What follows belongs to an exercise in optimizing a design on an open flow for small area, a short achievable clock period and few clock cycles; a production flow would make more cautious choices.
Only simulation tests tie the RTL to the original design; equivalence was not proved.
Power figures rest on the tool's default switching activity, not on a simulated workload.

== v6 ==
// dither_core
module dither_core (
    input  wire        clk,
    input  wire        rst,             
    input  wire        start,
    input  wire [1:0]  cfg_mode,        
    input  wire        cfg_invert,
    input  wire        cfg_frame,
    input  wire        cfg_pack,        
    input  wire [7:0]  cfg_threshold,
    input  wire [15:0] cfg_width,
    input  wire [15:0] cfg_height,
    output reg         busy,
    output reg         done,
    output reg         error,
    input  wire        in_valid,
    output reg         in_ready,
    input  wire [15:0] in_data,
    output reg         out_valid,
    input  wire        out_ready,
    output reg  [7:0]  out_data,
    output reg         out_last
);
Size: roughly 3500 cells after synthesis, ~2000 flip-flops, about 0.052 mm^2 of cells after synthesis.
export LEC_CHECK = 0
export CAP_MARGIN = 20
export CORE_MARGIN = 2
export CORE_UTILIZATION = 60
export PLACE_DENSITY = 0.75
export SLEW_MARGIN = 20
create_clock -name core_clock -period 24.0 [get_ports {clk}]
standard.sh (not shown) runs the stock make flow with config.mk's settings and CLKGATE_MAP_FILE= SYNTH_SCRIPT=/design/flow/synth_recipe.tcl, a recipe that flattens the netlist after the stock synthesis.
==> flow/flow/run.sh <==
#!/bin/bash
# Own layout flow: the standard synthesis and ORFS steps, with the timing
# repair asked to keep a setup margin (the clock and constraints are the standard flow's).
set -euo pipefail
bash standard.sh synth > synth.log 2>&1
bash standard.sh SETUP_SLACK_MARGIN=18 "BUFFER_PORTS_ARGS=-buffer_cell sky130_fd_sc_hd__buf_2" \
  "CTS_ARGS=-sink_clustering_enable -repair_clock_nets -sink_clustering_size 20 -sink_clustering_max_diameter 60 -dont_use_dummy_load -sink_clustering_buffer sky130_fd_sc_hd__clkbuf_8" \
  finish > layout.log 2>&1
Testbench counts of v6, summed over its fixed seeds: cycles 111,708.
Edits applied to the flow inputs when going from v6 to v7:
diff --git a/flow/design.v b/flow/design.v
--- a/flow/design.v
+++ b/flow/design.v
@@ -151,21 +151,17 @@
     wire               rl_ = zl[13] && rl4 != 4'd0;
     wire               rm_ = zm[13] && rm4 != 4'd0;
     wire               rr_ = zr[13] && rr4 != 4'd0;
     wire               x1_0 = proc ? lastcol : first;     
     wire               m_l  = !row0_1 && !x1_0;
     wire               m_m  = !row0_1;
     wire               m_r  = !row0_1 && !lastcol1;
     wire               m_d  = !row0_1 && !row1_1;
-    wire        [2:0]  l5m  = !zm[13] ?
-                            ((rm4 >= 4'd13) ? 3'd4 : (rm4 >= 4'd10) ? 3'd3 : (rm4 >= 4'd7) ? 3'd2 :
-                             (rm4 >= 4'd4)  ? 3'd1 : 3'd0) :
-                            ((rm4 >= 4'd13) ? 3'd5 : (rm4 >= 4'd10) ? 3'd4 : (rm4 >= 4'd7) ? 3'd3 :
-                             (rm4 >= 4'd4)  ? 3'd2 : (rm4 >= 4'd1) ? 3'd1 : 3'd0);
+    wire        [2:0]  l5m  = {1'b0, l5(rm4)} + {2'd0, rm_};
     wire        [1:0]  l3r  = m_r ? l3(rr4) : 2'd0;
     wire signed [16:0] u1 = m_l ? zl : 17'sd0;
     wire signed [16:0] u3 = m_m ? zm : 17'sd0;
     wire signed [16:0] u5 = m_r ? zr : 17'sd0;
     wire signed [16:0] u2 = fs ? $signed({u3[14:0], l3r}) : (m_d ? $signed(e2[27:14]) : 17'sd0);
     wire signed [16:0] u4 = fs ? $signed({u5[15:0], m_l && rl_}) : 17'sd0;
     wire        [2:0]  u6 = (fs && m_m) ? l5m : 3'd0;
     wire               u7 = fs && m_r && rr_;
@@ -191,30 +187,28 @@
     wire [18:0] op2 = first ? 19'd0 : fs ? {za19[15:0], lr} : ea19;
     wire [18:0] op3 = (first || (!fs && second)) ? 19'd0 : fs ? ~za19 : eb19;
     wire        b1  = !first && (fs || c8a);
     wire        b2  = !first && !fs && !second && c8b;
     wire [18:0] s1  = op0 ^ op1 ^ op3;
     wire [18:0] k1  = {(op0[17:0] & op1[17:0]) | (op0[17:0] & op3[17:0]) | (op1[17:0] & op3[17:0]), b1};
     wire [18:0] s2  = s1 ^ k1 ^ op2;
     wire [18:0] k2  = {(s1[17:0] & k1[17:0]) | (s1[17:0] & op2[17:0]) | (k1[17:0] & op2[17:0]), b2};
-    wire [8:0]  vlo = s2[7:0] + k2[7:0];
-    wire        c8  = vlo[8];
-    wire [10:0] v_hi = s2[18:8] + k2[18:8] + {10'd0, c8};
+    wire signed [18:0] v  = s2 + k2;
     wire [10:0] nthr = -{3'b000, thr};
-    wire [10:0] sT  = s2[18:8] ^ k2[18:8] ^ nthr;
-    wire [10:0] kT  = {(s2[17:8] & k2[17:8]) | (s2[17:8] & nthr[9:0]) | (k2[17:8] & nthr[9:0]), 1'b0};
-    wire [10:0] vt_hi = sT + kT + {10'd0, c8};
-    wire        d_white = !vt_hi[10];
-    wire [10:0] kwc = 11'h701;                  
-    wire [10:0] sW  = s2[18:8] ^ k2[18:8] ^ kwc;
-    wire [10:0] kW  = {(s2[17:8] & k2[17:8]) | (s2[17:8] & kwc[9:0]) | (k2[17:8] & kwc[9:0]), 1'b0};
-    wire [10:0] vw_hi = sW + kW + {10'd0, c8};
-    wire signed [18:0] v = {v_hi, vlo[7:0]};
-    wire signed [16:0] e_new = {d_white ? vw_hi[8:0] : v_hi[8:0], vlo[7:0]};
+    wire [18:0] nt  = {nthr, 8'd0};
+    wire [18:0] s3  = s2 ^ k2 ^ nt;
+    wire [18:0] k3  = {(s2[17:0] & k2[17:0]) | (s2[17:0] & nt[17:0]) | (k2[17:0] & nt[17:0]), 1'b0};
+    wire signed [18:0] vt = s3 + k3;
+    wire        d_white = !vt[18];
+    wire [18:0] kw  = 19'h70100;
+    wire [18:0] s4  = s2 ^ k2 ^ kw;
+    wire [18:0] k4  = {(s2[17:0] & k2[17:0]) | (s2[17:0] & kw[17:0]) | (k2[17:0] & kw[17:0]), 1'b0};
+    wire [18:0] vw  = s4 + k4;
+    wire signed [16:0] e_new = d_white ? vw[16:0] : v[16:0];
     wire [7:0]  fh    = fval[15:8];
     wire [5:0]  bm    = {x[0] ^ ym[0], ym[0], x[1] ^ ym[1], ym[1], x[2] ^ ym[2], ym[2]};
     wire        o_black = ({2'b00, fh} + 10'd126) < ({2'b00, bm, 2'b00} + {2'b00, thr});
     wire        n_black = (fh < thr);
     wire        p_black = real_px && (dq != 16'd0);
     wire        black   = pack ? p_black : (fs || atk) ? !d_white : ord ? o_black : n_black;
     wire        pix_bit = pack ? black : (black ^ invert);
     reg [7:0] hdr_byte;
Findings:
- Status | v7 and v6 | clean
- v7 vs v6, instance count: v7 higher
- Diff v7 and v6: sequential portion of the cell area higher in v6
- Compared with v6, v7 shows a higher number of clock buffers in the layout.
- [compare] base=v6 new=v7: average vias per placed instance essentially unchanged, overall power after layout shows a reduction of 0.43 mW, power density over cell area lost 8.8 mW/mm^2.
Testbench counts of v7, summed over its fixed seeds: cycles 111,708.

re-timing with driven ports:
How much do the figures lean on ideal ports? The routed layouts below were timed once more, with nothing changed but the port constraints. Step 1 sets driving cells, clkbuf_16 on the clock port and buf_2 on the other inputs (assumed; they add their load-dependent delay and slew). Step 2 moves the port delays by t, midway between the first and last clock arrival at a register: inputs arrive t later, outputs are due t later. That takes back most of the time a late clock gives input paths. Three values: ideal ports, drivers, drivers and shift; two values: the first two.
run | t (ns) | slack for setup (ns) | hold WS [ns] | slew at the worst register clock pin (ns) | worst slew at a driven data input, ns
v6 | 0.682 | 17.998 / 17.937 / 17.533 | 0.289 / 0.289 / 0.289 | 0.12 / 0.12 | 0.04
v7 | 0.690 | 18.005 / 17.943 / 17.640 | 0.237 / 0.237 / 0.237 | 0.12 / 0.12 | 0.05
After both steps every run listed still meets setup and hold. For v6, which loses most, drivers alone change the setup slack by -0.061 ns; drivers and shift together by -0.465 ns.
